Context: an optimization exercise on an open-source flow, tuned for a short achievable clock period and few clock cycles. The choices shown serve that exercise and are no tape-out recipe.
Where RTL was checked, it was by simulation tests only, not by an equivalence proof against the original.
The RTL of runs 2 and 3 was laid out without a check of its function.
In every run shown here, the design's own scripts or RTL, not TritonCTS, make the clock network.
The clock input has no modelled driver; a real chip could not lean on it and would need a root buffer or a full tree.
Power and IR drop assume default switching activity.

### flow/flow/run.sh
#!/bin/bash
# Standard layout, except that:
#  - the port buffers are buf_4 (the resizer sizes them later), and
#  - the clock tree is built by flow/tree.tcl (a two-level tree of clkbuf_16)
#    in place of clock_tree_synthesis.
# Each step's output goes to a log file of its own in this folder.
set -euo pipefail
here=$(pwd)
ports="BUFFER_PORTS_ARGS=-buffer_cell sky130_fd_sc_hd__buf_4"

bash standard.sh synth > log_1_synth.txt 2>&1
bash standard.sh "$ports" place > log_2_place.txt 2>&1

# ORFS's scripts with cts.tcl swapped for ours, used for the CTS step only
rm -rf "$here/cts_scripts"
cp -r "$FLOW_HOME/scripts" "$here/cts_scripts"
cp "$here/flow/cts.tcl" "$here/cts_scripts/cts.tcl"
FLOW_TREE_TCL="$here/flow/tree.tcl" bash standard.sh "$ports" do-4_1_cts do-4_cts \
  SCRIPTS_DIR="$here/cts_scripts" > log_3_cts.txt 2>&1

bash standard.sh "$ports" finish > log_4_finish.txt 2>&1
### flow/flow/cts.tcl
utl::set_metrics_stage "cts__{}"
source $::env(SCRIPTS_DIR)/load.tcl
source $::env(SCRIPTS_DIR)/lec_check.tcl
erase_non_stage_variables cts
load_design 3_place.odb 3_place.sdc
source_step_tcl PRE CTS

# Clone clock tree inverters next to register loads
# so cts does not try to buffer the inverted clocks.
repair_clock_inverters

proc save_progress { stage } {
  puts "Run 'make gui_$stage.odb' to load progress snapshot"
  orfs_write_db $::env(RESULTS_DIR)/$stage.odb
  orfs_write_sdc $::env(RESULTS_DIR)/$stage.sdc
}

# Run CTS
set cts_args [list \
  -sink_clustering_enable \
  -repair_clock_nets]

append_env_var cts_args CTS_BUF_DISTANCE -distance_between_buffers 1
append_env_var cts_args CTS_CLUSTER_SIZE -sink_clustering_size 1
append_env_var cts_args CTS_CLUSTER_DIAMETER -sink_clustering_max_diameter 1
append_env_var cts_args CTS_BUF_LIST -buf_list 1
append_env_var cts_args CTS_LIB_NAME -library 1


if { [env_var_exists_and_non_empty CTS_ARGS] } {
  set cts_args $::env(CTS_ARGS)
}

set_dont_use $::env(DONT_USE_CELLS)

# A two-level clock tree instead of clock_tree_synthesis: the clock port
# drives 4 root buffers, each drives the leaf buffers of its quarter of the
# die, and each leaf buffer drives about 25 flip-flops.
source $::env(FLOW_TREE_TCL)
build_clock_tree clk 4 25 sky130_fd_sc_hd__clkbuf_16

utl::push_metrics_stage "cts__{}__pre_repair_timing"
log_cmd estimate_parasitics -placement
if { $::env(DETAILED_METRICS) } {
  report_metrics 4 "cts pre-repair-timing"
}
utl::pop_metrics_stage

set_placement_padding -global \
  -left $::env(CELL_PAD_IN_SITES_DETAIL_PLACEMENT) \
  -right $::env(CELL_PAD_IN_SITES_DETAIL_PLACEMENT)

set result [catch { detailed_placement } msg]
if { $result != 0 } {
  save_progress 4_1_error
  error "Detailed placement failed in CTS: $msg"
}

log_cmd estimate_parasitics -placement

if { $::env(CTS_SNAPSHOTS) } {
  save_progress 4_1_pre_repair_hold_setup
}

if { !$::env(SKIP_CTS_REPAIR_TIMING) } {
  if { $::env(EQUIVALENCE_CHECK) } {
    write_eqy_verilog 4_before_rsz.v
  }
  if { $::env(LEC_CHECK) } {
    write_lec_verilog 4_before_rsz_lec.v
  }

  repair_timing_helper

  if { $::env(EQUIVALENCE_CHECK) } {
    run_equivalence_test
  }
  if { $::env(LEC_CHECK) } {
    write_lec_verilog 4_after_rsz_lec.v
    run_lec_test 4_rsz 4_before_rsz_lec.v 4_after_rsz_lec.v
  }

  set result [catch { detailed_placement } msg]
  if { $result != 0 } {
    save_progress 4_1_error
    error "Detailed placement failed in CTS: $msg"
  }

  check_placement -verbose
}

report_metrics 4 "cts final"

source_step_tcl POST CTS

orfs_write_db $::env(RESULTS_DIR)/4_1_cts.odb
orfs_write_sdc $::env(RESULTS_DIR)/4_cts.sdc
### flow/flow/tree.tcl
# Two-level clock tree: the clock port drives NROOT root buffers, each root
# buffer drives the leaf buffers of its part of the die, and each leaf buffer
# drives a cluster of about LEAF_SIZE flip-flop clock pins.
proc build_clock_tree { clk_net_name nroot leaf_size buf_master } {
  set block [ord::get_db_block]
  set db [ord::get_db]
  set master [$db findMaster $buf_master]
  set clk_net [$block findNet $clk_net_name]

  # sinks: every clock pin on the clock net
  set sinks {}
  foreach it [$clk_net getITerms] {
    set inst [$it getInst]
    set bb [$inst getBBox]
    set x [expr {([$bb xMin] + [$bb xMax]) / 2}]
    set y [expr {([$bb yMin] + [$bb yMax]) / 2}]
    lappend sinks [list $it $x $y]
  }
  set n [llength $sinks]
  set k [expr {max(1, int(ceil(double($n) / $leaf_size)))}]
  # round the leaf count up to a multiple of the root count
  set k [expr {int(ceil(double($k) / $nroot)) * $nroot}]
  puts "clock tree: $n sinks, $k leaf buffers, $nroot root buffers"

  # k-means with capacity: seed on a grid sorted by x then y
  set sorted [lsort -real -index 1 $sinks]
  set cent {}
  for {set c 0} {$c < $k} {incr c} {
    set s [lindex $sorted [expr {int(($c + 0.5) * $n / $k)}]]
    lappend cent [list [lindex $s 1] [lindex $s 2]]
  }
  set cap [expr {int(ceil(double($n) / $k)) + 2}]
  for {set iter 0} {$iter < 30} {incr iter} {
    # assign: each sink to its nearest centre with room, sinks in order of
    # how much they lose by not getting their nearest centre
    set cnt [lrepeat $k 0]
    set assign [lrepeat $n -1]
    set order {}
    for {set i 0} {$i < $n} {incr i} {
      set s [lindex $sinks $i]
      set ds {}
      for {set c 0} {$c < $k} {incr c} {
        set ce [lindex $cent $c]
        lappend ds [list $c [expr {abs([lindex $s 1] - [lindex $ce 0]) + abs([lindex $s 2] - [lindex $ce 1])}]]
      }
      set ds [lsort -real -index 1 $ds]
      lappend order [list $i [expr {[lindex $ds end 1] - [lindex $ds 0 1]}] $ds]
    }
    foreach o [lsort -real -decreasing -index 1 $order] {
      set i [lindex $o 0]
      foreach d [lindex $o 2] {
        set c [lindex $d 0]
        if {[lindex $cnt $c] < $cap} {
          lset cnt $c [expr {[lindex $cnt $c] + 1}]
          lset assign $i $c
          break
        }
      }
    }
    set sx [lrepeat $k 0.0]
    set sy [lrepeat $k 0.0]
    for {set i 0} {$i < $n} {incr i} {
      set c [lindex $assign $i]
      set s [lindex $sinks $i]
      lset sx $c [expr {[lindex $sx $c] + [lindex $s 1]}]
      lset sy $c [expr {[lindex $sy $c] + [lindex $s 2]}]
    }
    for {set c 0} {$c < $k} {incr c} {
      if {[lindex $cnt $c] > 0} {
        lset cent $c [list [expr {[lindex $sx $c] / [lindex $cnt $c]}] [expr {[lindex $sy $c] / [lindex $cnt $c]}]]
      }
    }
  }

  # group leaf centres for the root buffers the same way: sort by x, split
  # into column halves, then by y
  set leaves {}
  for {set c 0} {$c < $k} {incr c} { lappend leaves [list $c {*}[lindex $cent $c]] }
  set groups {}
  if {$nroot == 4} {
    set byx [lsort -real -index 1 $leaves]
    set half [expr {$k / 2}]
    foreach part [list [lrange $byx 0 [expr {$half - 1}]] [lrange $byx $half end]] {
      set byy [lsort -real -index 2 $part]
      set h2 [expr {[llength $byy] / 2}]
      lappend groups [lrange $byy 0 [expr {$h2 - 1}]] [lrange $byy $h2 end]
    }
  } elseif {$nroot == 2} {
    set byx [lsort -real -index 1 $leaves]
    set half [expr {$k / 2}]
    lappend groups [lrange $byx 0 [expr {$half - 1}]] [lrange $byx $half end]
  } else {
    lappend groups $leaves
  }

  # build
  set r 0
  foreach g $groups {
    set gx 0.0; set gy 0.0
    foreach l $g { set gx [expr {$gx + [lindex $l 1]}]; set gy [expr {$gy + [lindex $l 2]}] }
    set gx [expr {int($gx / [llength $g])}]
    set gy [expr {int($gy / [llength $g])}]
    set rinst [odb::dbInst_create $block $master "clkroot_$r"]
    $rinst setLocation $gx $gy
    $rinst setPlacementStatus PLACED
    set rnet [odb::dbNet_create $block "clknet_root_$r"]
    $rnet setSigType CLOCK
    [$rinst findITerm A] connect $clk_net
    [$rinst findITerm X] connect $rnet
    foreach l $g {
      set c [lindex $l 0]
      set linst [odb::dbInst_create $block $master "clkleaf_$c"]
      $linst setLocation [expr {int([lindex $l 1])}] [expr {int([lindex $l 2])}]
      $linst setPlacementStatus PLACED
      set lnet [odb::dbNet_create $block "clknet_leaf_$c"]
      $lnet setSigType CLOCK
      [$linst findITerm A] connect $rnet
      [$linst findITerm X] connect $lnet
    }
    incr r
  }
  for {set i 0} {$i < $n} {incr i} {
    set it [lindex [lindex $sinks $i] 0]
    set c [lindex $assign $i]
    set lnet [$block findNet "clknet_leaf_$c"]
    $it disconnect
    $it connect $lnet
  }
}
### flow/standard.sh
#!/bin/bash
# synth_recipe.tcl (not shown) runs the flow's synth.tcl, then flattens the netlist and writes it again
# the make line also repeats each setting of config.mk as NAME=value (left out here)
make -C /OpenROAD-flow-scripts/flow DESIGN_CONFIG=/design/flow/config.mk WORK_HOME=/design/flow/orfs CLKGATE_MAP_FILE= SYNTH_SCRIPT=/design/flow/synth_recipe.tcl "${@:-finish}"
### flow/config.mk
export PLATFORM = sky130hd
export DESIGN_NAME = ssq_symdec
export DESIGN_NICKNAME = ssq_symdec
export VERILOG_FILES = /design/flow/design.v
export SDC_FILE = /design/flow/constraint.sdc
export NUM_CORES = 4
export LEC_CHECK = 0
export CAP_MARGIN = 20
export CORE_MARGIN = 2
export CORE_UTILIZATION = 55
export SETUP_SLACK_MARGIN = 3.4
export SLEW_MARGIN = 20
### flow/constraint.sdc
create_clock -name core_clock -period 5.0 [get_ports {clk}]
set_input_delay 1.0000 -clock core_clock [delete_from_list [all_inputs] [get_ports {clk}]]
set_output_delay 1.0000 -clock core_clock [all_outputs]
set_load 0.01 [all_outputs]
### flow/design.v
module ssq_symdec (
    input  wire        clk,
    input  wire        rst,
    input  wire        in_valid,
    output wire        in_ready,
    input  wire [7:0]  in_data,
    input  wire        in_last,
    output reg         out_valid,
    input  wire        out_ready,
    output reg  [7:0]  out_data,
    output reg         out_last,
    output reg  [1:0]  out_err,
    output reg  [15:0] out_err_pos,
    output reg  [7:0]  out_err_val,
    output reg  [2:0]  out_pad
);
    localparam ERR_NONE = 2'd0;
    localparam ERR_SDEC = 2'd1;
    localparam ERR_CDEC = 2'd2;
    localparam EV_NONE  = 2'd0;
    localparam EV_SDEC  = 2'd1;   
    localparam EV_CEND  = 2'd2;   
    localparam EV_CNEXT = 2'd3;   
    localparam DEPTH  = 12;       
    localparam RDEPTH = 4;        
    localparam RS     = DEPTH + 1;
    localparam RQS    = RDEPTH + 1;
    localparam IW    = 13;        
    localparam RW    = 26;        
    reg        in_ready_r;  
    reg        ir_n;        
    reg        c_v;
    reg [7:0]  c_data;
    reg        c_last;
    assign in_ready = in_ready_r;
    always @(posedge clk) begin
        c_v    <= in_valid && !ir_n && !rst;
        c_data <= in_data;
        c_last <= in_last;
    end
    wire [5:0] cls;         
    assign cls[0] = (c_data == 8'h2A);
    assign cls[1] = (c_data == 8'h25);
    assign cls[2] = (c_data == 8'h24);
    assign cls[3] = (c_data == 8'h23);
    assign cls[4] = (c_data == 8'h21);
    assign cls[5] = (c_data == 8'h26);
    reg [44:0] wn;
    reg [4:0]  pf_full;     
    reg [4:0]  pf_bad;      
    reg [4:0]  pf_bad2;     
    reg [24:0] pf_nph;      
    function automatic [83:0] pre;
        input [4:0] bits;
        input integer len;
        integer pp;
        reg [8:0] w;
        reg f, b1, b2;
        reg [4:0] n;
        reg [44:0] wv;
        reg [4:0] fv_, b1v, b2v;
        reg [24:0] nv;
        begin
            wv = 45'd0; fv_ = 5'd0; b1v = 5'd0; b2v = 5'd0; nv = 25'd0;
            for (pp = 0; pp < 5; pp = pp + 1) begin
                w  = {bits, 4'b0000} >> pp;
                f  = (pp + len >= 5);
                b1 = f && !w[4];
                b2 = f && w[4] && (pp + len >= 6) && !w[3];
                n  = 5'b00001 << (f ? pp + len - 5 : pp + len);
                wv[9*pp +: 9] = w;
                fv_[pp] = f;
                b1v[pp] = b1;
                b2v[pp] = b2;
                nv[5*pp +: 5] = n;
            end
            pre = {wv, fv_, b1v, b2v, nv};
        end
    endfunction
    wire [83:0] pre0 = pre(5'b10000, 1);   
    wire [83:0] pre1 = pre(5'b11000, 2);   
    wire [83:0] pre2 = pre(5'b11100, 3);   
    wire [83:0] pre3 = pre(5'b11110, 4);   
    wire [83:0] pre4 = pre(5'b11111, 5);   
    wire [83:0] pre5 = pre(5'b10100, 3);   
    wire [83:0] pre_sel = ({84{cls[0]}} & pre0) | ({84{cls[1]}} & pre1) |
                          ({84{cls[2]}} & pre2) | ({84{cls[3]}} & pre3) |
                          ({84{cls[4]}} & pre4) | ({84{cls[5]}} & pre5);
    reg        d_v;
    reg        d_ok;
    reg        d_last;
    reg [7:0]  d_char;
    reg [15:0] d_idx;
    reg [15:0] chr_idx;     
    reg [44:0] d_wn;
    reg [4:0]  d_full;
    reg [4:0]  d_bad;
    reg [4:0]  d_bad2;
    reg [24:0] d_nph;
    always @(posedge clk) begin
        {d_wn, d_full, d_bad, d_bad2, d_nph} <= pre_sel;
        d_ok   <= |cls;
        d_last <= c_last;
        d_char <= c_data;
        d_idx  <= chr_idx;
        if (rst) begin
            d_v     <= 1'b0;
            chr_idx <= 16'd0;
        end else begin
            d_v <= c_v;
            if (c_v)
                chr_idx <= c_last ? 16'd0 : chr_idx + 16'd1;
        end
    end
    reg [4:0]  ph;          
    reg [3:0]  pend;        
    reg        stop;        
    wire [8:0] s_wn  = (d_wn[8:0]   & {9{ph[0]}}) | (d_wn[17:9]  & {9{ph[1]}}) |
                       (d_wn[26:18] & {9{ph[2]}}) | (d_wn[35:27] & {9{ph[3]}}) |
                       (d_wn[44:36] & {9{ph[4]}});
    wire [4:0] s_nph = (d_nph[4:0]   & {5{ph[0]}}) | (d_nph[9:5]   & {5{ph[1]}}) |
                       (d_nph[14:10] & {5{ph[2]}}) | (d_nph[19:15] & {5{ph[3]}}) |
                       (d_nph[24:20] & {5{ph[4]}});
    wire       full = |(d_full & ph);
    wire       bad  = |(d_bad  & ph);
    wire       bad2 = |(d_bad2 & ph);
    wire [8:0] win    = {pend, 5'b00000} | s_wn;
    wire [3:0] pend_n = full ? win[3:0] : win[8:5];
    reg        o_v;
    reg        o_end;
    reg        o_blk_v;     
    reg [4:0]  o_blk;
    reg        o_rem_v;     
    reg [4:0]  o_rem_n;     
    reg [3:0]  o_rem;       
    reg [1:0]  o_ev;
    reg [15:0] o_idx;
    reg [7:0]  o_char;
    always @(posedge clk) begin
        o_end   <= d_last;
        o_blk   <= bad ? {1'b0, win[8:5]} : win[8:4];
        o_idx   <= d_idx;
        o_char  <= d_char;
        if (d_ok) begin
            o_rem_n <= s_nph;
            o_rem   <= pend_n;
        end else begin
            o_rem_n <= ph;
            o_rem   <= pend;
        end
        if (rst) begin
            ph      <= 5'b00001;
            pend    <= 4'd0;
            stop    <= 1'b0;
            o_v     <= 1'b0;
            o_blk_v <= 1'b0;
            o_rem_v <= 1'b0;
            o_ev    <= EV_NONE;
        end else begin
            o_v     <= d_v;
            o_blk_v <= 1'b0;
            o_rem_v <= 1'b0;
            o_ev    <= EV_NONE;
            if (d_v && !stop) begin
                if (!d_ok) begin
                    o_rem_v <= !ph[0];
                    o_ev    <= EV_SDEC;
                    stop    <= 1'b1;
                end else begin
                    o_blk_v <= full;
                    if (bad) begin
                        o_ev <= EV_CEND;
                        stop <= 1'b1;
                    end else if (bad2) begin
                        o_ev <= EV_CNEXT;
                        stop <= 1'b1;
                    end else begin
                        ph      <= s_nph;
                        pend    <= pend_n;
                        o_rem_v <= d_last && !s_nph[0];
                    end
                end
            end
            if (d_v && d_last) begin
                ph   <= 5'b00001;
                pend <= 4'd0;
                stop <= 1'b0;
            end
        end
    end
    reg [15:0] bcnt;        
    reg [15:0] bcnt1;       
    reg        e_set;       
    reg [1:0]  e_err;
    reg [15:0] e_x;
    reg [15:0] e_y;
    reg        e_cin;
    reg [7:0]  e_val;
    reg [4:0] rem_chunk;
    always @(*) begin
        case (1'b1)
            o_rem_n[1]: rem_chunk = {4'b0000, o_rem[3]};
            o_rem_n[2]: rem_chunk = {3'b000, o_rem[3:2]};
            o_rem_n[3]: rem_chunk = {2'b00, o_rem[3:1]};
            default:    rem_chunk = {1'b0, o_rem};
        endcase
    end
    wire        ev_new = (o_ev != EV_NONE);
    wire        ev_sd  = (o_ev == EV_SDEC);
    wire [1:0]  ev_err = ev_new ? (ev_sd ? ERR_SDEC : ERR_CDEC) : e_err;
    wire [15:0] ev_x   = ev_new ? (ev_sd ? 16'd0 : {bcnt1[13:0], 2'b00}) : e_x;
    wire [15:0] ev_y   = ev_new ? (ev_sd ? o_idx : bcnt) : e_y;
    wire        ev_cin = ev_new ? (o_ev == EV_CNEXT) : e_cin;
    wire [7:0]  ev_val = ev_new ? (ev_sd ? o_char : 8'h20) : e_val;
    reg          q_v;
    reg [IW-1:0] q_item;
    reg          q_rec_v;
    reg [1:0]    q_err;
    reg [15:0]   q_x;
    reg [15:0]   q_y;
    reg          q_cin;
    reg [7:0]    q_val;
    always @(posedge clk) begin
        q_item[12:11] <= {1'b0, o_blk_v} + {1'b0, o_rem_v};
        q_item[10:1]  <= o_blk_v ? (o_rem_v ? {o_blk, rem_chunk} : {o_blk, 5'b00000})
                                 : (o_rem_v ? {rem_chunk, 5'b00000} : 10'd0);
        q_item[0]     <= o_end;
        q_err         <= ev_err;
        q_x           <= ev_x;
        q_y           <= ev_y;
        q_cin         <= ev_cin;
        q_val         <= ev_val;
        if (rst) begin
            q_v     <= 1'b0;
            q_rec_v <= 1'b0;
            bcnt    <= 16'd0;
            bcnt1   <= 16'd1;
            e_err   <= ERR_NONE;
            e_x     <= 16'd0;
            e_y     <= 16'd0;
            e_cin   <= 1'b0;
            e_val   <= 8'd0;
        end else begin
            q_v     <= o_v && (o_blk_v || o_rem_v || o_end);
            q_rec_v <= o_v && o_end;
            if (o_v) begin
                if (o_end) begin
                    bcnt  <= 16'd0;
                    bcnt1 <= 16'd1;
                    e_err <= ERR_NONE;
                    e_x   <= 16'd0;
                    e_y   <= 16'd0;
                    e_cin <= 1'b0;
                    e_val <= 8'd0;
                end else begin
                    if (o_blk_v) begin
                        bcnt  <= bcnt1;
                        bcnt1 <= bcnt1 + 16'd1;
                    end
                    e_err <= ev_err;
                    e_x   <= ev_x;
                    e_y   <= ev_y;
                    e_cin <= ev_cin;
                    e_val <= ev_val;
                end
            end
        end
    end
    reg          q2_v;
    reg [IW-1:0] q2_item;
    reg          q2_rec_v;
    reg [1:0]    q2_err;
    reg [7:0]    q2_lo;
    reg          q2_c;
    reg [7:0]    q2_xh;
    reg [7:0]    q2_yh;
    reg [7:0]    q2_val;
    reg          q3_v;
    reg [IW-1:0] q3_item;
    reg          q3_rec_v;
    reg [RW-1:0] q3_rec;
    wire [8:0] q_lo = {1'b0, q_x[7:0]} + {1'b0, q_y[7:0]} + {8'd0, q_cin};
    always @(posedge clk) begin
        q2_item <= q_item;
        q2_err  <= q_err;
        q2_lo   <= q_lo[7:0];
        q2_c    <= q_lo[8];
        q2_xh   <= q_x[15:8];
        q2_yh   <= q_y[15:8];
        q2_val  <= q_val;
        q3_item <= q2_item;
        q3_rec  <= {q2_err, q2_xh + q2_yh + {7'd0, q2_c}, q2_lo, q2_val};
        if (rst) begin
            q2_v     <= 1'b0;
            q2_rec_v <= 1'b0;
            q3_v     <= 1'b0;
            q3_rec_v <= 1'b0;
        end else begin
            q2_v     <= q_v;
            q2_rec_v <= q_rec_v;
            q3_v     <= q2_v;
            q3_rec_v <= q2_rec_v;
        end
    end
    reg [IW-1:0]    fq [0:RS-1];
    reg [RS-1:0]    f_wp;       
    reg [RS-1:0]    f_rp;       
    reg [DEPTH:0]   f_tot;      
    reg             pop_d;      
    reg [DEPTH-1:0] f_mcnt;     
    reg [IW-1:0]    h;          
    reg             hv;
    wire            pop;
    wire f_mempty = !f_mcnt[0];
    wire to_h   = q3_v && f_mempty && (!hv || pop);
    wire to_m   = q3_v && !to_h;
    wire from_m = pop && !f_mempty;
    reg [IW-1:0] f_out;         
    integer j;
    always @(*) begin
        f_out = {IW{1'b0}};
        for (j = 0; j < RS; j = j + 1)
            f_out = f_out | (fq[j] & {IW{f_rp[j]}});
    end
    always @(posedge clk) begin
        for (j = 0; j < RS; j = j + 1)
            if (f_wp[j])
                fq[j] <= q3_item;
        h <= ({IW{from_m}} & f_out) | ({IW{to_h}} & q3_item) | ({IW{!from_m && !to_h}} & h);
        if (rst) begin
            f_wp   <= {{(RS-1){1'b0}}, 1'b1};
            f_rp   <= {{(RS-1){1'b0}}, 1'b1};
            f_tot  <= {(DEPTH+1){1'b0}};
            f_mcnt <= {DEPTH{1'b0}};
            pop_d  <= 1'b0;
            hv     <= 1'b0;
        end else begin
            if (to_m)
                f_wp <= {f_wp[RS-2:0], f_wp[RS-1]};
            if (from_m)
                f_rp <= {f_rp[RS-2:0], f_rp[RS-1]};
            pop_d <= pop;
            if (to_m && !from_m)
                f_mcnt <= {f_mcnt[DEPTH-2:0], 1'b1};
            else if (from_m && !to_m)
                f_mcnt <= {1'b0, f_mcnt[DEPTH-1:1]};
            if (q3_v && !pop_d)
                f_tot <= {f_tot[DEPTH-1:0], 1'b1};
            else if (pop_d && !q3_v)
                f_tot <= {1'b0, f_tot[DEPTH:1]};
            hv <= pop ? (!f_mempty || q3_v) : (hv || q3_v);
        end
    end
    reg [RW-1:0]     rq [0:RQS-1];
    reg [RQS-1:0]    rq_wp;     
    reg [RQS-1:0]    rq_rp;     
    reg [RW-1:0]     r_head;    
    wire             emit_end;
    reg [RW-1:0] r_cur;
    reg [RW-1:0] r_nxt;
    always @(*) begin
        r_cur = {RW{1'b0}};
        r_nxt = {RW{1'b0}};
        for (j = 0; j < RQS; j = j + 1) begin
            r_cur = r_cur | (rq[j] & {RW{rq_rp[j]}});
            r_nxt = r_nxt | (rq[(j + 1) % RQS] & {RW{rq_rp[j]}});
        end
    end
    always @(posedge clk) begin
        for (j = 0; j < RQS; j = j + 1)
            if (rq_wp[j])
                rq[j] <= q3_rec;
        r_head <= emit_end ? r_nxt : r_cur;
        if (rst) begin
            rq_wp <= {{(RQS-1){1'b0}}, 1'b1};
            rq_rp <= {{(RQS-1){1'b0}}, 1'b1};
        end else begin
            if (q3_rec_v)
                rq_wp <= {rq_wp[RQS-2:0], rq_wp[RQS-1]};
            if (emit_end)
                rq_rp <= {rq_rp[RQS-2:0], rq_rp[RQS-1]};
        end
    end
    reg [RDEPTH-1:0] msgs;
    wire msg_in  = c_v && c_last;
    wire msg_out = emit_end;
    wire [RDEPTH-1:0] msgs_n = (msg_in && !msg_out) ? {msgs[RDEPTH-2:0], 1'b1} :
                               (msg_out && !msg_in) ? {1'b0, msgs[RDEPTH-1:1]} : msgs;
    always @(posedge clk) begin
        if (rst)
            msgs <= {RDEPTH{1'b0}};
        else
            msgs <= msgs_n;
    end
    always @(posedge clk) begin
        if (rst) begin
            in_ready_r <= 1'b1;
            ir_n       <= 1'b0;
        end else begin
            in_ready_r <= !f_tot[DEPTH + 1 - 8] && !msgs_n[RDEPTH - 2];
            ir_n       <= f_tot[DEPTH + 1 - 8] || msgs_n[RDEPTH - 2];
        end
    end
    wire [1:0]  h_n    = h[12:11];
    wire [9:0]  h_bits = h[10:1];
    wire        h_end  = h[0];
    reg [16:0] acc;         
    reg [7:0]  pr;          
    reg [2:0]  pq;          
    reg        end_pend;    
    reg [2:0]  p_pad;
    reg        skid_v;
    wire big        = !pq[0];
    wire emit_data  = !skid_v && big;
    wire emit_fe    = !skid_v && !big && end_pend;
    wire emit_flush = emit_fe && !pr[0];
    assign emit_end = emit_fe && pr[0];
    wire emit       = emit_data || emit_fe;
    assign pop = hv && ((pq[0] && (!end_pend || (!skid_v && pr[0]))) ||
                        (pq[1] && !end_pend && !skid_v));
    reg [16:0] ins;
    integer k;
    always @(*) begin
        ins = 17'd0;
        for (k = 0; k < 8; k = k + 1)
            ins = ins | (({h_bits, 7'd0} >> k) & {17{pr[k]}});
    end
    wire [7:0] pr5  = {pr[2:0], pr[7:3]};
    wire       c5   = |pr[7:3];
    wire [7:0] pr10 = {pr[5:0], pr[7:6]};
    wire       c10  = |pr[7:6];
    wire [2:0] pq_pop = h_n[1] ? (c10 ? 3'b100 : 3'b010) :
                        h_n[0] ? (c5 ? 3'b010 : 3'b001) : 3'b001;
    wire [7:0] pr_pop = h_n[1] ? pr10 : h_n[0] ? pr5 : pr;
    reg [7:0] pr_n;
    reg [2:0] pq_n;
    always @(*) begin
        if (emit_flush) begin
            pr_n = 8'b00000001;
            pq_n = 3'b001;
        end else if (pop) begin
            pr_n = pr_pop;
            pq_n = pq_pop;
        end else begin
            pr_n = pr;
            pq_n = emit_data ? {1'b0, pq[2:1]} : pq;
        end
    end
    reg [2:0] pad_of;       
    always @(*) begin
        case (1'b1)
            pr[1]:   pad_of = 3'd7;
            pr[2]:   pad_of = 3'd6;
            pr[3]:   pad_of = 3'd5;
            pr[4]:   pad_of = 3'd4;
            pr[5]:   pad_of = 3'd3;
            pr[6]:   pad_of = 3'd2;
            pr[7]:   pad_of = 3'd1;
            default: pad_of = 3'd0;
        endcase
    end
    wire [16:0] acc_a = emit_data ? {acc[8:0], 8'd0} : (emit_flush ? 17'd0 : acc);
    wire        b_last = emit_end;
    wire [7:0]  b_data = emit_end ? 8'd0 : acc[16:9];
    wire [1:0]  b_err  = emit_end ? r_head[25:24] : 2'd0;
    wire [15:0] b_pos  = emit_end ? r_head[23:8]  : 16'd0;
    wire [7:0]  b_val  = emit_end ? r_head[7:0]   : 8'd0;
    wire [2:0]  b_pad  = emit_end ? p_pad : 3'd0;
    always @(posedge clk) begin
        if (rst) begin
            acc      <= 17'd0;
            pr       <= 8'b00000001;
            pq       <= 3'b001;
            end_pend <= 1'b0;
            p_pad    <= 3'd0;
        end else begin
            acc      <= acc_a | (pop ? ins : 17'd0);
            pr       <= pr_n;
            pq       <= pq_n;
            end_pend <= (end_pend && !emit_end) || (pop && h_end);
            if (emit_flush)
                p_pad <= pad_of;
            else if (emit_end)
                p_pad <= 3'd0;
        end
    end
    reg        s_last;
    reg [7:0]  s_data;
    reg [1:0]  s_err;
    reg [15:0] s_pos;
    reg [7:0]  s_val;
    reg [2:0]  s_pad;
    reg        ov_n;        
    reg [37:0] o_n;         
    wire out_free = ov_n || out_ready;
    wire ld_s = out_free && skid_v;
    wire ld_b = out_free && !skid_v;
    wire hold = !out_free;
    wire [37:0] o_cur  = ~o_n;
    wire [37:0] o_skid = {s_last, s_data, s_err, s_pos, s_val, s_pad};
    wire [37:0] o_beat = {b_last, b_data, b_err, b_pos, b_val, b_pad};
    wire [37:0] o_next = ({38{hold}} & o_cur) | ({38{ld_s}} & o_skid) | ({38{ld_b}} & o_beat);
    wire        ov_next = out_free ? (skid_v || emit) : 1'b1;
    always @(posedge clk) begin
        if (rst) begin
            out_valid <= 1'b0;
            ov_n      <= 1'b1;
            skid_v    <= 1'b0;
        end else begin
            out_valid <= ov_next;
            ov_n      <= !ov_next;
            if (out_free)
                skid_v <= 1'b0;
            else if (emit)
                skid_v <= 1'b1;
        end
        {out_last, out_data, out_err, out_err_pos, out_err_val, out_pad} <= o_next;
        o_n <= ~o_next;
        if (!skid_v) begin
            s_last <= b_last;
            s_data <= b_data;
            s_err  <= b_err;
            s_pos  <= b_pos;
            s_val  <= b_val;
            s_pad  <= b_pad;
        end
    end
endmodule
==> impl_metrics.py, run 1 <==
metrics = {
    "yosys": {
        "yosysSeqAreaShare_pct": 67.4,
        "synth_warnings": 3,
        "synth_fp_nets": 2538,
        "syn_area_per_cell_um2": 12.4,
        "synth_seq_cells": 880,
        "synth_edf_count": 324,
        "netlist_area_um2": 31000,
        "netlist_instances": 2500,
        "async_flop_share_pct": 0,
        "ys.flop_type": "dfxtp_1",
        "yosysUniqueCellTypes": 78,
    },
    "drt": {
        "vias": 19790,
        "remaining_drc_errors": 0,
        "routed_wl_um": 71600,
        "drt-vias-per-instance": 5.94,
        "drt-initial-drc-count": 1986,
        "ant_nets": 0,
        "wl_per_cell_um": 21.5,
        "dr.pass1.iters": 7,
    },
    "worst_setup_path": {
        "worst-path-stages": 1,
        "critPathSlowestCell": "dfxtp_4",
        "cp.required_ns": 4.00,
        "crit_type": "flip-flop to output port",
        "worstReg2RegStart": "end_pend$_SDFF_PP0_",
        "critPathMaxFanout": 1,
        "crit_family": "flip-flops",
        "rr_endpoint": "f_mcnt[4]$_SDFFE_PP0P_",
        "crit_path_start": "in_ready_r$_SDFF_PP1_",
        "end_kind": "output port",
        "r2r_setup_slack_ns": 3.17,
        "cp.arrival_ns": 0.90,
        "reg2reg_depth": 10,
        "path_buf_inv": 1,
        "critPathMaxStageDelay_ns": 0.37,
        "path_cells": "buf_6",
        "worstSetupStartpointType": "flip-flop",
    },
    "die": {
        "die_w_um": 241,
        "die_area_um2": 58200,
        "die_h_um": 241,
        "num_rows": 86,
        "start_util_pct": 55.9,
        "ioPinCount": 53,
        "core_um2": 55400,
    },
    "timing": {
        "fmax_mhz": 527,
        "worst_pin_slew_ns": 0.998,
        "final.setup_skew_ns": 0.0230,
        "finalSetupViolCount": 0,
        "slew_headroom_pct": 33.4,
        "fin_crit_sh_pct": 37.9,
        "drv_slew": 0,
        "fin_ws_ns": 3.10,
        "rsz0062_at_grt": "true",
        "finalHoldViolations": 0,
        "layout_min_cycle_time_ns": 1.90,
        "finalSetupTns_ns": 0,
    },
    "place": {
        "pre_cts_ws_ns": 2.41,
        "hpwlAfterDp_um": 37700,
        "routabilityCongestion": 0.790,
        "io_buffers": 52,
    },
    "global_route": {
        "gr-total-overflow": 0,
        "grt_max_degree": 55,
        "grt_usage_pct": 23.4,
        "antenna_found_initial": 1,
        "grt_pass1_vias": 18796,
        "grt_pass1_wl_um": 107000,
    },
    "clock_network": {
        "cts_hold_buf": 0,
        "worstSkewPairLatency_ns": 0.40,
        "path_clk_slew_ns": 0.09,
    },
    "power_and_ir_drop": {
        "power_density_nw_per_um2": 302,
        "ir_worst_vdd_uv": 254,
        "leakage_nw": 12.8,
    },
    "final_layout": {
        "syn_to_final_growth_pct": 18.2,
        "fin_nets": 2622,
        "fill_cells": 4058,
        "drive_gt1_share_pct": 24.6,
    },
    "run": {
        "maxCapViolations": 0,
    },
    "worst_hold_path": {
        "hp-class": "flip-flop to flip-flop",
        "hold_path_end": "q3_item[8]$_DFF_P_",
        "holdPathStages": 0,
        "min_from": "q2_item[8]$_DFF_P_",
    },
    "status": {
        "status": "timing/DRC/antenna clean",
    },
}
## power by group
group	leakage (nW)	switching (mW)	internal [mW]
logic	4.60	0.0954	0.0936
clock network	0.493	2.00	1.44
registers	7.74	0.0299	7.38
## layout by cell type (no fill, tap or decap), drive strengths merged, types with 28 or more instances in the layout
| cell | instances |
|---|---|
| a21oi | 118 |
| a221oi | 31 |
| a222oi | 76 |
| a22oi | 133 |
| a31oi | 40 |
| and2 | 76 |
| and3 | 35 |
| buf | 190 |
| clkbuf | 48 |
| dfxtp | 556 |
| edfxtp | 324 |
| inv | 28 |
| mux2i | 97 |
| nand2 | 113 |
| nor2 | 226 |
| nor2b | 55 |
| o21a | 43 |
| o21ai | 116 |
## logic make-up after synthesis
group / Yosys count / share of synthesized area (%)
mux: 107 / 3.50
fa+ha+maj: 25 / 1.11
compound gates: 645 / 14.7
simple gates: 598 / 9.50
flops: 880 / 67.4
xor+xnor: 40 / 1.13
buf+inv: 205 / 2.72
## registers in the layout, summed over array words and instances (netlist names), 17 cells and up
name and flops:
fq 156, rq 130, o_n 38, q3_rec 26, r_head 26, acc 17
## Yosys cell counts, types with 5 or more instances
library cell / number / share of area [%]
a221o_1: 12 / 0.39
xnor2_1: 15 / 0.42
or3_1: 5 / 0.10
a22oi_1: 133 / 3.2
nand2b_1: 21 / 0.42
a221oi_1: 31 / 0.88
and3_1: 34 / 0.69
buf_2: 21 / 0.34
a31oi_1: 40 / 0.81
inv_1: 29 / 0.35
buf_1: 11 / 0.13
nand2_1: 111 / 1.3
and2_1: 76 / 1.5
a222oi_1: 76 / 2.5
nand4_1: 10 / 0.20
mux2_2: 10 / 0.36
o21a_1: 43 / 1.0
mux2i_1: 97 / 3.1
xor2_1: 25 / 0.71
edfxtp_1: 324 / 31
a211oi_1: 16 / 0.39
nor2_1: 226 / 2.7
clkbuf_1: 133 / 1.6
o21ai_0: 113 / 1.8
nand3_1: 24 / 0.39
ha_1: 21 / 0.85
a22o_1: 19 / 0.54
a21oi_1: 117 / 1.9
nor2b_1: 55 / 1.1
a21o_1: 11 / 0.27
and4_1: 5 / 0.14
dfxtp_1: 556 / 36
buf_4: 6 / 0.15
## area by class of cell
class | count | area [um2] | share of cell area, %
antenna | 1 | 2.50 | 0.00684
buffer | 40 | 1000 | 2.73
inverter | 30 | 175 | 0.479
multi-input combinational | 1431 | 10800 | 29.6
sequential | 880 | 21000 | 57.5
tap | 748 | 936 | 2.56
timing repair buffer | 200 | 2590 | 7.07
timing repair inverter | 1 | 16.3 | 0.0444
## what timing repair did
action                                  CTS  global route
endpoints found under the hold margin     0             0
endpoints found under the setup margin  406           361
gates cloned                             28            13
setup buffers                            50            53
resized for setup                       322           318
pin swaps                                97            45
## metal layers
metal	vias up	global-route usage [%]	share of wire (%)
met5	-	0	0
met4	0	4.81	2.2
met3	100	1.60	5.3
met2	553	38.9	48
met1	9775	34.2	45
li1	9362	-	-
## how the worst max path moves through the flow
stage | slack, ns | end
2_1_floorplan | 3.07 | o_n[10]$_DFF_P_
3_3_place_gp | 2.42 | bcnt1[13]$_SDFFE_PP0P_
3_5_place_dp | 2.41 | e_x[1]$_SDFFE_PP0P_
4_1_cts | 3.16 | pr[0]$_SDFFE_PP1P_
5_1_grt | 3.07 | f_mcnt[4]$_SDFFE_PP0P_
6_report | 3.10 | in_ready
## through the flow
stage | total power, mW | instances | utilization (%) | area (um2) | hold WS [ns]
final | 11.0 | 3331 | 66.1 | 36600 | 0.309
after global routing | 11.4 | 3330 | 66.0 | 36600 | 0.316
after CTS | 10.5 | 3264 | 62.8 | 34800 | 0.312
after detailed placement | 7.69 | 3146 | 57.7 | 32000 | 0.312
after global placement | 7.68 | 3146 | 57.7 | 32000 | 0.310
after floorplan | 7.67 | 2500 | - | 31500 | 0.310
Testbench counts, summed over its fixed seeds: cycles 69,251.
==> run 2: changes to the inputs <==
--- a/flow/design.v
+++ b/flow/design.v
@@ -23,7 +23,7 @@
     localparam EV_CNEXT = 2'd3;   
     localparam DEPTH  = 12;       
     localparam RDEPTH = 4;        
-    localparam RS     = DEPTH + 1;
+    localparam RS     = DEPTH + 2;
     localparam RQS    = RDEPTH + 1;
     localparam IW    = 13;        
     localparam RW    = 26;        
@@ -305,50 +305,33 @@
     reg [IW-1:0]    fq [0:RS-1];
     reg [RS-1:0]    f_wp;       
     reg [RS-1:0]    f_rp;       
-    reg [DEPTH:0]   f_tot;      
-    reg             pop_d;      
-    reg [DEPTH-1:0] f_mcnt;     
-    reg [IW-1:0]    h;          
-    reg             hv;
+    reg [DEPTH:0]   f_cnt;      
     wire            pop;
-    wire f_mempty = !f_mcnt[0];
-    wire to_h   = q3_v && f_mempty && (!hv || pop);
-    wire to_m   = q3_v && !to_h;
-    wire from_m = pop && !f_mempty;
-    reg [IW-1:0] f_out;         
+    wire hv = f_cnt[0];
+    reg [IW-1:0] h;             
     integer j;
     always @(*) begin
-        f_out = {IW{1'b0}};
+        h = {IW{1'b0}};
         for (j = 0; j < RS; j = j + 1)
-            f_out = f_out | (fq[j] & {IW{f_rp[j]}});
+            h = h | (fq[j] & {IW{f_rp[j]}});
     end
     always @(posedge clk) begin
         for (j = 0; j < RS; j = j + 1)
             if (f_wp[j])
                 fq[j] <= q3_item;
-        h <= ({IW{from_m}} & f_out) | ({IW{to_h}} & q3_item) | ({IW{!from_m && !to_h}} & h);
         if (rst) begin
-            f_wp   <= {{(RS-1){1'b0}}, 1'b1};
-            f_rp   <= {{(RS-1){1'b0}}, 1'b1};
-            f_tot  <= {(DEPTH+1){1'b0}};
-            f_mcnt <= {DEPTH{1'b0}};
-            pop_d  <= 1'b0;
-            hv     <= 1'b0;
+            f_wp  <= {{(RS-1){1'b0}}, 1'b1};
+            f_rp  <= {{(RS-1){1'b0}}, 1'b1};
+            f_cnt <= {(DEPTH+1){1'b0}};
         end else begin
-            if (to_m)
+            if (q3_v)
                 f_wp <= {f_wp[RS-2:0], f_wp[RS-1]};
-            if (from_m)
+            if (pop)
                 f_rp <= {f_rp[RS-2:0], f_rp[RS-1]};
-            pop_d <= pop;
-            if (to_m && !from_m)
-                f_mcnt <= {f_mcnt[DEPTH-2:0], 1'b1};
-            else if (from_m && !to_m)
-                f_mcnt <= {1'b0, f_mcnt[DEPTH-1:1]};
-            if (q3_v && !pop_d)
-                f_tot <= {f_tot[DEPTH-1:0], 1'b1};
-            else if (pop_d && !q3_v)
-                f_tot <= {1'b0, f_tot[DEPTH:1]};
-            hv <= pop ? (!f_mempty || q3_v) : (hv || q3_v);
+            if (q3_v && !pop)
+                f_cnt <= {f_cnt[DEPTH-1:0], 1'b1};
+            else if (pop && !q3_v)
+                f_cnt <= {1'b0, f_cnt[DEPTH:1]};
         end
     end
     reg [RW-1:0]     rq [0:RQS-1];
@@ -397,8 +380,8 @@
             in_ready_r <= 1'b1;
             ir_n       <= 1'b0;
         end else begin
-            in_ready_r <= !f_tot[DEPTH + 1 - 8] && !msgs_n[RDEPTH - 2];
-            ir_n       <= f_tot[DEPTH + 1 - 8] || msgs_n[RDEPTH - 2];
+            in_ready_r <= !f_cnt[DEPTH + 1 - 8] && !msgs_n[RDEPTH - 2];
+            ir_n       <= f_cnt[DEPTH + 1 - 8] || msgs_n[RDEPTH - 2];
         end
     end
     wire [1:0]  h_n    = h[12:11];
==> impl_metrics.py, run 2 <==
metrics = {
    "final_layout": {
        "final_cell_mix": "445 x dfxtp_1, 336 x edfxtp_1, 160 x nor2_1",
        "top_register": "fq",
        "fill_cells": 3970,
        "stdcell_count": 3290,
        "final_common_cell": "dfxtp_1",
        "syn_to_final_growth_pct": 21.6,
        "fin_nets": 2625,
        "largest_reg_flops": 168,
        "drive_gt1_share_pct": 27.6,
        "antenna_cells": 0,
        "largestRegisters": "fq x168, rq x130, o_n x38",
    },
    "global_route": {
        "antenna_found_initial": 0,
        "grt_max_degree": 64,
        "grt_pass1_vias": 19047,
        "grt_pass1_wl_um": 110000,
        "gr-total-overflow": 0,
        "grt_usage_pct": 24.6,
    },
    "power_and_ir_drop": {
        "ir_worst_vdd_uv": 250,
        "power_density_nw_per_um2": 297,
        "leakage_nw": 13.0,
    },
    "timing": {
        "finalSetupViolCount": 0,
        "slew_headroom_pct": 30.8,
        "final.setup_skew_ns": 0.0309,
        "fin_crit_sh_pct": 41.0,
        "fmax_mhz": 488,
        "rsz0062_at_grt": "true",
        "finalSetupTns_ns": 0,
        "drv_slew": 0,
        "worst_pin_slew_ns": 1.04,
        "finalHoldViolations": 0,
        "worst_hold_slack_ns": 0.320,
        "layout_min_cycle_time_ns": 2.05,
    },
    "yosys": {
        "synth_area_leader_cell": "dfxtp_1",
        "yosysMostFrequentCell": "dfxtp_1",
        "synth_warnings": 3,
        "async_flop_share_pct": 0,
        "synth_area_leaders": "dfxtp_1 35%, edfxtp_1 33%, a22oi_1 4.0%",
        "ys.flop_type": "dfxtp_1",
        "synthTopCellsByCount": "531 x dfxtp_1, 336 x edfxtp_1, 201 x nor2_1",
        "synth_fp_nets": 2475,
        "synth_seq_cells": 867,
        "syn_area_per_cell_um2": 12.4,
        "yosysSeqAreaShare_pct": 68.3,
        "yosys.area.top_type_share_pct": 35.0,
        "synth_edf_count": 336,
        "netlist_instances": 2438,
        "yosysUniqueCellTypes": 63,
        "netlist_area_um2": 30300,
    },
    "place": {
        "hpwlAfterDp_um": 37300,
        "io_buffers": 52,
        "routabilityCongestion": 0.775,
        "dp.cells": 3058,
    },
    "worst_setup_path": {
        "end_kind": "flip-flop",
        "worstReg2RegStart": "f_rp[10]$_SDFFE_PP0P_",
        "rr_endpoint": "acc[12]$_SDFF_PP0_",
        "cp.arrival_ns": 2.34,
        "reg2reg_depth": 6,
        "critPathMaxFanout": 6,
        "worstSetupStartpointType": "flip-flop",
        "r2r_setup_slack_ns": 2.95,
        "crit_type": "flip-flop to flip-flop",
        "cp.required_ns": 5.29,
    },
    "drt": {
        "drt-vias-per-instance": 6.02,
        "dr.pass1.iters": 9,
        "remaining_drc_errors": 0,
        "routed_wl_um": 73300,
        "ant_nets": 0,
        "drt-initial-drc-count": 2001,
        "vias": 19803,
        "wl_per_cell_um": 22.3,
    },
    "die": {
        "start_util_pct": 55.4,
        "ioPinCount": 53,
        "die_w_um": 239,
        "num_rows": 86,
        "core_um2": 54800,
        "die_h_um": 239,
        "die_area_um2": 57100,
    },
    "worst_hold_path": {
        "min_from": "d_char[0]$_DFF_P_",
        "hold_path_end": "o_char[0]$_DFF_P_",
        "hp-class": "flip-flop to flip-flop",
        "holdPathStages": 0,
    },
    "status": {
        "status": "timing/DRC/antenna clean",
    },
    "clock_network": {
        "worstSkewPairLatency_ns": 0.41,
        "path_clk_slew_ns": 0.10,
    },
    "run": {
        "maxCapViolations": 0,
    },
}
## run 2: changes by cell type after synthesis, sizes merged, moves of 11 or more
| cell | change |
|---|---|
| edfxtp | +12 |
| dfxtp | -25 |
| nor2 | -25 |
| a31oi | -11 |
| nand2 | +37 |
| a22oi | +27 |
| a221o | -12 |
| a221oi | -13 |
| nand4 | +11 |
| mux2i | -23 |
| and3 | +15 |
## run 2: power by group
| group | internal, mW | switching, mW | leakage [nW] |
|---|---|---|---|
| clock | 1.44 | 1.99 | 0.493 |
| combinational | 0.113 | 0.112 | 4.88 |
| sequential | 7.29 | 0.0240 | 7.65 |
| total | 8.84 | 2.12 | 13.0 |
## run 2: per-stage QoR
stage	cell area, um2	util (%)	power, mW	setup slack (ns)
3_3_place_gp	31400	57.4	7.58	2.35
2_1_floorplan	31000	-	7.57	3.07
3_5_place_dp	31400	57.4	7.58	2.25
5_1_grt	36900	67.3	11.3	2.90
6_report	36900	67.3	11.0	2.95
4_1_cts	35300	64.5	10.4	3.03
## run 2: worst max-delay path by stage
stage                                      from                     end  slack [ns]  depth (start not counted)
final                     f_rp[10]$_SDFFE_PP0P_      acc[12]$_SDFF_PP0_        2.95                          6
after global routing      f_rp[12]$_SDFFE_PP0P_      acc[12]$_SDFF_PP0_        2.90                          7
after CTS                 f_rp[12]$_SDFFE_PP0P_      acc[12]$_SDFF_PP0_        3.03                          7
after detailed placement     pr[0]$_SDFFE_PP1P_  f_cnt[11]$_SDFFE_PP0P_        2.25                          8
after global placement       pr[0]$_SDFFE_PP1P_   f_cnt[9]$_SDFFE_PP0P_        2.35                          8
after floorplan                       out_ready         o_n[10]$_DFF_P_        3.07                          5
## run 2: cell type report
class	instances	area, um2	share of cell area [%]
Sequential cell	867	20900	56.6
Multi-Input combinational cell	1404	10700	29.0
Timing Repair Buffer	241	3160	8.58
Buffer	40	1000	2.71
Tap cell	704	881	2.39
Inverter	31	180	0.489
Timing Repair inverter	3	68.8	0.187
## run 2: critical path, stage by stage, from the launching register on
cell and delay (ns):
dfxtp_4 0.40, a22o_1 0.22, a221oi_2 0.25, nand4_4 0.24
a222oi_1 0.43, a21oi_1 0.11, a311o_1 0.27
## run 2: kinds of logic (layout without fill, tap and decap cells)
| group | Yosys count | after routing | synth area share, % |
|---|---|---|---|
| AND/OR/NAND/NOR | 616 | 633 | 9.93 |
| flip-flops | 867 | 867 | 68.3 |
| buffers and inverters | 186 | 315 | 2.53 |
| XOR/XNOR | 39 | 39 | 1.13 |
| multiplexers | 87 | 87 | 2.92 |
| adder cells (fa/ha/maj) | 24 | 24 | 1.09 |
| AO/OA/AOI/OAI | 619 | 621 | 14.1 |
## run 2: timing repair
item	4_1_cts	5_1_grt
hold buffers	0	0
setup buffers	105	39
cloned	38	10
setup endpoints to repair	348	235
pin swaps	148	88
resized for setup	413	280
## run 2: metal layers
layer,up-vias,routed length [um],track usage [%]
met5,-,0,0
met4,0,1580,4.13
met3,107,4300,2.30
met2,615,35100,41.1
met1,9837,32300,35.7
li1,9244,-,-
==> run 3: changes to the inputs <==
--- a/flow/flow/run.sh
+++ b/flow/flow/run.sh
@@ -1,7 +1,7 @@
 #!/bin/bash
 # Standard layout, except that:
 #  - the port buffers are buf_4 (the resizer sizes them later), and
-#  - the clock tree is built by flow/tree.tcl (a two-level tree of clkbuf_16)
+#  - the clock tree is built by flow/tree.tcl (a two-level tree of clkinv_16)
 #    in place of clock_tree_synthesis.
 # Each step's output goes to a log file of its own in this folder.
 set -euo pipefail
--- a/flow/flow/cts.tcl
+++ b/flow/flow/cts.tcl
@@ -34,10 +34,10 @@
 set_dont_use $::env(DONT_USE_CELLS)
 
 # A two-level clock tree instead of clock_tree_synthesis: the clock port
-# drives 4 root buffers, each drives the leaf buffers of its quarter of the
-# die, and each leaf buffer drives about 25 flip-flops.
+# drives 4 root inverters, each drives the leaf inverters of its quarter of
+# the die, and each leaf inverter drives about 35 flip-flops.
 source $::env(FLOW_TREE_TCL)
-build_clock_tree clk 4 25 sky130_fd_sc_hd__clkbuf_16
+build_clock_tree clk 4 35 sky130_fd_sc_hd__clkinv_16 sky130_fd_sc_hd__clkinv_16
 
 utl::push_metrics_stage "cts__{}__pre_repair_timing"
 log_cmd estimate_parasitics -placement
--- a/flow/flow/tree.tcl
+++ b/flow/flow/tree.tcl
@@ -1,10 +1,16 @@
-# Two-level clock tree: the clock port drives NROOT root buffers, each root
-# buffer drives the leaf buffers of its part of the die, and each leaf buffer
-# drives a cluster of about LEAF_SIZE flip-flop clock pins.
-proc build_clock_tree { clk_net_name nroot leaf_size buf_master } {
+# Two-level clock tree: the clock port drives NROOT root cells, each root
+# cell drives the leaf cells of its part of the die, and each leaf cell
+# drives a cluster of about LEAF_SIZE flip-flop clock pins. The cells are
+# buffers, or inverters (two levels of inverters keep the clock's polarity).
+proc build_clock_tree { clk_net_name nroot leaf_size buf_master {leaf_master ""} } {
   set block [ord::get_db_block]
   set db [ord::get_db]
   set master [$db findMaster $buf_master]
+  if {$leaf_master eq ""} { set leaf_master $buf_master }
+  set lmaster [$db findMaster $leaf_master]
+  # output pin: X for buffers, Y for inverters
+  set rout [expr {[string match *inv* $buf_master] ? "Y" : "X"}]
+  set lout [expr {[string match *inv* $leaf_master] ? "Y" : "X"}]
   set clk_net [$block findNet $clk_net_name]
 
   # sinks: every clock pin on the clock net
@@ -106,16 +112,16 @@
     set rnet [odb::dbNet_create $block "clknet_root_$r"]
     $rnet setSigType CLOCK
     [$rinst findITerm A] connect $clk_net
-    [$rinst findITerm X] connect $rnet
+    [$rinst findITerm $rout] connect $rnet
     foreach l $g {
       set c [lindex $l 0]
-      set linst [odb::dbInst_create $block $master "clkleaf_$c"]
+      set linst [odb::dbInst_create $block $lmaster "clkleaf_$c"]
       $linst setLocation [expr {int([lindex $l 1])}] [expr {int([lindex $l 2])}]
       $linst setPlacementStatus PLACED
       set lnet [odb::dbNet_create $block "clknet_leaf_$c"]
       $lnet setSigType CLOCK
       [$linst findITerm A] connect $rnet
-      [$linst findITerm X] connect $lnet
+      [$linst findITerm $lout] connect $lnet
     }
     incr r
   }
==> impl_metrics.py, run 3 <==
metrics = {
    "place": {
        "hpwlAfterDp_um": 37300,
        "dp.cells": 3058,
        "routabilityCongestion": 0.775,
        "io_buffers": 52,
        "place_area_um2": 31400,
    },
    "final_layout": {
        "fin_nets": 2624,
        "largestRegisters": "fq x168, rq x130, o_n x38",
        "final_cell_mix": "443 x dfxtp_1, 336 x edfxtp_1, 157 x nor2_1",
        "largest_reg_flops": 168,
        "design_area_um2": 36900,
        "final_core_util_pct": 67.3,
        "top_register": "fq",
        "stdcell_count": 3289,
        "antenna_cells": 0,
        "final_common_cell": "dfxtp_1",
        "syn_to_final_growth_pct": 21.5,
        "drive_gt1_share_pct": 27.8,
    },
    "die": {
        "ioPinCount": 53,
        "die_h_um": 239,
        "core_um2": 54800,
        "die_w_um": 239,
        "num_rows": 86,
        "start_util_pct": 55.4,
        "die_area_um2": 57100,
    },
    "status": {
        "status": "timing/DRC/antenna clean",
    },
    "yosys": {
        "netlist_area_um2": 30300,
        "yosys.area.top_type_share_pct": 35.0,
        "synth_area_leader_cell": "dfxtp_1",
        "yosysUniqueCellTypes": 63,
        "ys.flop_type": "dfxtp_1",
        "synth_area_leaders": "dfxtp_1 35%, edfxtp_1 33%, a22oi_1 4.0%",
        "netlist_instances": 2438,
        "synth_edf_count": 336,
        "syn_area_per_cell_um2": 12.4,
        "yosysSeqAreaShare_pct": 68.3,
        "yosysMostFrequentCell": "dfxtp_1",
        "synth_seq_cells": 867,
        "synthTopCellsByCount": "531 x dfxtp_1, 336 x edfxtp_1, 201 x nor2_1",
        "synth_warnings": 3,
        "synth_fp_nets": 2475,
        "async_flop_share_pct": 0,
    },
    "worst_setup_path": {
        "end_kind": "flip-flop",
        "worstSetupStartpointType": "flip-flop",
        "cp.required_ns": 5.18,
        "crit_type": "flip-flop to flip-flop",
        "cp.arrival_ns": 2.23,
        "critPathMaxFanout": 6,
    },
    "drt": {
        "drt-initial-drc-count": 2028,
        "routed_wl_um": 73600,
        "wl_per_cell_um": 22.4,
        "vias": 19809,
        "drt-vias-per-instance": 6.02,
        "ant_nets": 0,
        "remaining_drc_errors": 0,
        "dr.pass1.iters": 9,
    },
    "power_and_ir_drop": {
        "leakage_nw": 12.9,
        "power_mw": 10.6,
        "ir_worst_vdd_uv": 355,
        "power_density_nw_per_um2": 286,
    },
    "timing": {
        "finalHoldViolations": 0,
        "finalSetupTns_ns": 0,
        "fin_crit_sh_pct": 40.9,
        "finalSetupViolCount": 0,
        "fmax_mhz": 488,
        "layout_min_cycle_time_ns": 2.05,
        "rsz0062_at_grt": "true",
        "drv_slew": 0,
        "final.setup_skew_ns": 0.0271,
        "worst_pin_slew_ns": 1.05,
        "slew_headroom_pct": 30.2,
    },
    "global_route": {
        "grt_pass1_wl_um": 111000,
        "grt_usage_pct": 24.8,
        "grt_max_degree": 64,
        "antenna_found_initial": 1,
        "gr-total-overflow": 0,
        "grt_pass1_vias": 19105,
    },
    "worst_hold_path": {
        "hp-class": "flip-flop to flip-flop",
    },
    "clock_network": {
        "path_clk_slew_ns": 0.09,
        "worstSkewPairLatency_ns": 0.32,
        "cts_hold_buf": 0,
    },
    "run": {
        "maxCapViolations": 0,
    },
}
run 3: cell counts after synthesis:
Identical to the previous run, type by type.
run 3: report_power, final:
| part | internal (mW) | total, mW | switching, mW |
|---|---|---|---|
| combinational | 0.115 | 0.230 | 0.116 |
| sequential | 7.30 | 7.32 | 0.0236 |
| clock | 0.466 | 3.01 | 2.54 |
| total | 7.88 | 10.6 | 2.68 |
run 3: area by class of cell:
| cell class | count | area [um2] |
|---|---|---|
| fill | 3996 | 17900 |
| multi-input combinational | 1405 | 10700 |
| tap | 704 | 881 |
| inverter | 63 | 1140 |
| timing repair inverter | 3 | 55.1 |
| sequential | 867 | 20900 |
| timing repair buffer | 247 | 3190 |
run 3: worst paths after layout:
kind,start,end,slack [ns],depth (start not counted)
min reg2reg,q_x[9]$_DFF_P_,q2_xh[1]$_DFF_P_,0.32,0
max reg2reg,f_rp[10]$_SDFFE_PP0P_,acc[12]$_SDFF_PP0_,2.95,6
max,f_rp[10]$_SDFFE_PP0P_,acc[12]$_SDFF_PP0_,2.95,6
min,q_x[9]$_DFF_P_,q2_xh[1]$_DFF_P_,0.32,0
run 3: logic make-up after synthesis:
kind of cell | count (synthesis) | share of synthesized area, %
mux | 87 | 2.92
flops | 867 | 68.3
fa+ha+maj | 24 | 1.09
buf+inv | 186 | 2.53
compound gates | 619 | 14.1
xor+xnor | 39 | 1.13
simple gates | 616 | 9.93
run 3: worst max-delay path, stage by stage (launching register included):
cell	delay [ns]
dfxtp_4	0.40
a22o_1	0.22
a221oi_2	0.25
nand4_4	0.25
a222oi_1	0.41
a21oi_1	0.11
a311o_1	0.27
run 3: stage by stage:
step / worst slack (ns) / hold WS (ns)
after floorplan: 3.07 / 0.310
after global placement: 2.35 / 0.311
after detailed placement: 2.25 / 0.312
after CTS: 3.03 / 0.312
after global routing: 2.89 / 0.317
final: 2.95 / 0.315
run 3: what timing repair did:
item | 4_1_cts | 5_1_grt
gates resized for setup | 420 | 261
pin swaps | 147 | 88
cloned | 40 | 6
endpoints found under the setup margin | 348 | 215
setup buffers | 108 | 45
run 3: metal layers:
metal  GRT usage [%]  wire length, um  vias up
li1                -                -     9198
met2            41.7            35600      635
met4            3.84             1340        0
met3            1.78             4100       90
met1            36.2            32600     9886
met5               0                0        -
==> run 4: changes to the inputs <==
--- a/flow/design.v
+++ b/flow/design.v
@@ -23,7 +23,7 @@
     localparam EV_CNEXT = 2'd3;   
     localparam DEPTH  = 12;       
     localparam RDEPTH = 4;        
-    localparam RS     = DEPTH + 2;
+    localparam RS     = DEPTH + 1;
     localparam RQS    = RDEPTH + 1;
     localparam IW    = 13;        
     localparam RW    = 26;        
@@ -305,33 +305,50 @@
     reg [IW-1:0]    fq [0:RS-1];
     reg [RS-1:0]    f_wp;       
     reg [RS-1:0]    f_rp;       
-    reg [DEPTH:0]   f_cnt;      
+    reg [DEPTH:0]   f_tot;      
+    reg             pop_d;      
+    reg [DEPTH-1:0] f_mcnt;     
+    reg [IW-1:0]    h;          
+    reg             hv;
     wire            pop;
-    wire hv = f_cnt[0];
-    reg [IW-1:0] h;             
+    wire f_mempty = !f_mcnt[0];
+    wire to_h   = q3_v && f_mempty && (!hv || pop);
+    wire to_m   = q3_v && !to_h;
+    wire from_m = pop && !f_mempty;
+    reg [IW-1:0] f_out;         
     integer j;
     always @(*) begin
-        h = {IW{1'b0}};
+        f_out = {IW{1'b0}};
         for (j = 0; j < RS; j = j + 1)
-            h = h | (fq[j] & {IW{f_rp[j]}});
+            f_out = f_out | (fq[j] & {IW{f_rp[j]}});
     end
     always @(posedge clk) begin
         for (j = 0; j < RS; j = j + 1)
             if (f_wp[j])
                 fq[j] <= q3_item;
+        h <= ({IW{from_m}} & f_out) | ({IW{to_h}} & q3_item) | ({IW{!from_m && !to_h}} & h);
         if (rst) begin
-            f_wp  <= {{(RS-1){1'b0}}, 1'b1};
-            f_rp  <= {{(RS-1){1'b0}}, 1'b1};
-            f_cnt <= {(DEPTH+1){1'b0}};
+            f_wp   <= {{(RS-1){1'b0}}, 1'b1};
+            f_rp   <= {{(RS-1){1'b0}}, 1'b1};
+            f_tot  <= {(DEPTH+1){1'b0}};
+            f_mcnt <= {DEPTH{1'b0}};
+            pop_d  <= 1'b0;
+            hv     <= 1'b0;
         end else begin
-            if (q3_v)
+            if (to_m)
                 f_wp <= {f_wp[RS-2:0], f_wp[RS-1]};
-            if (pop)
+            if (from_m)
                 f_rp <= {f_rp[RS-2:0], f_rp[RS-1]};
-            if (q3_v && !pop)
-                f_cnt <= {f_cnt[DEPTH-1:0], 1'b1};
-            else if (pop && !q3_v)
-                f_cnt <= {1'b0, f_cnt[DEPTH:1]};
+            pop_d <= pop;
+            if (to_m && !from_m)
+                f_mcnt <= {f_mcnt[DEPTH-2:0], 1'b1};
+            else if (from_m && !to_m)
+                f_mcnt <= {1'b0, f_mcnt[DEPTH-1:1]};
+            if (q3_v && !pop_d)
+                f_tot <= {f_tot[DEPTH-1:0], 1'b1};
+            else if (pop_d && !q3_v)
+                f_tot <= {1'b0, f_tot[DEPTH:1]};
+            hv <= pop ? (!f_mempty || q3_v) : (hv || q3_v);
         end
     end
     reg [RW-1:0]     rq [0:RQS-1];
@@ -380,8 +397,8 @@
             in_ready_r <= 1'b1;
             ir_n       <= 1'b0;
         end else begin
-            in_ready_r <= !f_cnt[DEPTH + 1 - 8] && !msgs_n[RDEPTH - 2];
-            ir_n       <= f_cnt[DEPTH + 1 - 8] || msgs_n[RDEPTH - 2];
+            in_ready_r <= !f_tot[DEPTH + 1 - 8] && !msgs_n[RDEPTH - 2];
+            ir_n       <= f_tot[DEPTH + 1 - 8] || msgs_n[RDEPTH - 2];
         end
     end
     wire [1:0]  h_n    = h[12:11];
==> impl_metrics.py, run 4 <==
metrics = {
    "yosys": {
        "ys.flop_type": "dfxtp_1",
        "yosys.area_share.adder_pct": 1.11,
        "synth_area_leader_cell": "dfxtp_1",
        "synth_area_leaders": "dfxtp_1 36%, edfxtp_1 31%, a22oi_1 3.2%",
        "synth_top_family_by_area": "compound AO/OA/AOI/OAI gates",
        "yosysUniqueCellTypes": 78,
        "syn_area_per_cell_um2": 12.4,
        "yosysSeqAreaShare_pct": 67.4,
        "yosys.area.top_type_share_pct": 36.0,
        "synth_warnings": 3,
        "synth_fp_nets": 2538,
        "synth_seq_cells": 880,
        "synthTopCellsByCount": "556 x dfxtp_1, 324 x edfxtp_1, 226 x nor2_1",
        "synth_compound_area_share_pct": 14.7,
        "netlist_instances": 2500,
        "netlist_area_um2": 31000,
        "yosys.area_share.simple_pct": 9.50,
        "yosysMostFrequentCell": "dfxtp_1",
        "async_flop_share_pct": 0,
        "synth_edf_count": 324,
        "synthMuxAreaShare_pct": 3.50,
        "synth_xor_area_share_pct": 1.13,
    },
    "drt": {
        "vias": 19821,
        "drt-initial-drc-count": 2173,
        "ant_nets": 0,
        "drt-vias-per-instance": 5.97,
        "routed_wl_um": 72100,
        "wl_per_cell_um": 21.7,
        "remaining_drc_errors": 0,
        "dr.pass1.iters": 8,
    },
    "worst_setup_path": {
        "cp.arrival_ns": 0.84,
        "reg2reg_depth": 10,
        "critPathMaxStageDelay_ns": 0.39,
        "crit_end": "in_ready",
        "worst-path-stages": 1,
        "cp.required_ns": 4.00,
        "r2r_setup_slack_ns": 3.17,
        "critPathMaxFanout": 1,
        "end_kind": "output port",
        "path_cells": "buf_4",
        "crit_path_start": "in_ready_r$_SDFF_PP1_",
        "crit_type": "flip-flop to output port",
        "crit_family": "flip-flops",
        "critPathSlowestCell": "dfxtp_2",
        "worstReg2RegStart": "end_pend$_SDFF_PP0_",
        "rr_endpoint": "f_mcnt[4]$_SDFFE_PP0P_",
        "path_buf_inv": 1,
        "worstSetupStartpointType": "flip-flop",
    },
    "final_layout": {
        "largestRegisters": "fq x156, rq x130, o_n x38",
        "largest_reg_flops": 156,
        "multi_input_area_um2": 10900,
        "final_core_util_pct": 66.4,
        "antenna_cells": 0,
        "final_cell_mix": "460 x dfxtp_1, 324 x edfxtp_1, 184 x nor2_1",
        "syn_to_final_growth_pct": 18.8,
        "stdcell_count": 3321,
        "drive_gt1_share_pct": 24.3,
        "top_register": "fq",
        "fill_cells": 4073,
        "final_common_cell": "dfxtp_1",
        "fin_nets": 2613,
        "seq_area_um2": 21000,
        "design_area_um2": 36800,
    },
    "die": {
        "ioPinCount": 53,
        "die_area_um2": 58200,
        "core_um2": 55400,
        "start_util_pct": 55.9,
        "die_w_um": 241,
        "num_rows": 86,
        "die_h_um": 241,
    },
    "global_route": {
        "grt_pass1_vias": 18928,
        "grt_usage_pct": 23.7,
        "use_met3_pct": 1.69,
        "use_met1_pct": 34.6,
        "antenna_found_initial": 1,
        "grt_busiest_layer": "met2",
        "grt_pass1_wl_um": 109000,
        "grt_max_degree": 55,
        "gr-total-overflow": 0,
        "use_met2_pct": 40.1,
    },
    "timing": {
        "layout_min_cycle_time_ns": 1.84,
        "finalSetupTns_ns": 0,
        "drv_slew": 0,
        "final.setup_skew_ns": 0.0289,
        "slew_headroom_pct": 33.7,
        "fin_crit_sh_pct": 36.7,
        "finalHoldViolations": 0,
        "rsz0062_at_grt": "true",
        "fmax_mhz": 544,
        "finalSetupViolCount": 0,
        "worst_pin_slew_ns": 0.993,
    },
    "power_and_ir_drop": {
        "power_density_nw_per_um2": 288,
        "seq_power_share_pct": 70.1,
        "leakage_nw": 12.7,
        "p_int_mw": 7.96,
        "netSwitchingFraction_pct": 24.8,
        "power_mw": 10.6,
        "power_frac_comb_pct": 2.0,
        "switchingPower_mw": 2.63,
        "clkPwrFrac_pct": 27.9,
        "ir_worst_vdd_uv": 336,
    },
    "status": {
        "status": "timing/DRC/antenna clean",
    },
    "worst_hold_path": {
        "hp-class": "flip-flop to flip-flop",
    },
    "place": {
        "io_buffers": 52,
        "dp.cells": 3146,
        "hpwlAfterDp_um": 37700,
        "routabilityCongestion": 0.790,
        "place_area_um2": 32000,
    },
    "run": {
        "maxCapViolations": 0,
    },
    "clock_network": {
        "worstSkewPairLatency_ns": 0.32,
        "cts_hold_buf": 0,
        "path_clk_slew_ns": 0.09,
    },
}
[run 4: cell families (layout without fill, tap and decap cells)]
logic type / count (synthesis) / count (layout)
fa+ha+maj: 25 / 25
simple gates: 598 / 613
compound gates: 645 / 646
buf+inv: 205 / 262
mux: 107 / 107
flops: 880 / 880
xor+xnor: 40 / 40
[run 4: layer usage]
layer  vias up  wire length [um]  part of all wire, %
met2       513             34900                   48
li1       9345                 -                    -
met3        74              3200                  4.4
met5         -                 0                    0
met4         0              1140                  1.6
met1      9889             32900                   46
[run 4: layout make-up]
type | instances | area share [%]
Inverter | 62 | 3.08
Sequential cell | 880 | 57.2
Tap cell | 748 | 2.54
Timing Repair inverter | 2 | 0.0680
Timing Repair Buffer | 198 | 7.47
Multi-Input combinational cell | 1431 | 29.6
[run 4: what timing repair did]
action,4_1_cts,5_1_grt
cloned,32,15
pin swaps,112,70
resized for setup,346,300
setup endpoints to repair,406,389
buffers inserted,58,38
[run 4: worst min-delay path by stage]
stage                       start                   to  slack, ns  cells after the start
6_report         q_err[0]$_DFF_P_    q2_err[0]$_DFF_P_       0.32                      0
5_1_grt          q_err[0]$_DFF_P_    q2_err[0]$_DFF_P_       0.33                      0
4_1_cts         d_idx[10]$_DFF_P_    o_idx[10]$_DFF_P_       0.31                      0
3_5_place_dp    d_idx[10]$_DFF_P_    o_idx[10]$_DFF_P_       0.31                      0
3_3_place_gp   q_item[12]$_DFF_P_  q2_item[12]$_DFF_P_       0.31                      0
2_1_floorplan   d_char[0]$_DFF_P_    o_char[0]$_DFF_P_       0.31                      0
[run 4: per-stage QoR]
| step | setup WS [ns] | hold slack, ns |
|---|---|---|
| after detailed placement | 2.41 | 0.312 |
| after global placement | 2.42 | 0.310 |
| final | 3.16 | 0.320 |
| after global routing | 3.08 | 0.329 |
| after floorplan | 3.07 | 0.310 |
| after CTS | 3.16 | 0.312 |
[run 4: power groups by stage]
stage          Sequential (mW)  Clock [mW]  Combinational, mW
2_1_floorplan             7.58           0             0.0888
3_3_place_gp              7.59           0             0.0901
3_5_place_dp              7.59           0             0.0915
4_1_cts                   7.59        2.42              0.199
5_1_grt                   7.43        3.35              0.221
6_report                  7.42        2.96              0.211
Testbench counts of run 4, summed over its fixed seeds: cycles 69,251.

Re-timed with assumed drivers on the ports (clkbuf_16 on the clock, buf_2 on other inputs), run 4 has 2.913 ns of setup slack against 3.163 ns with ideal ports, and 2.985 ns once port delays also move by the mid clock arrival of 0.549 ns.
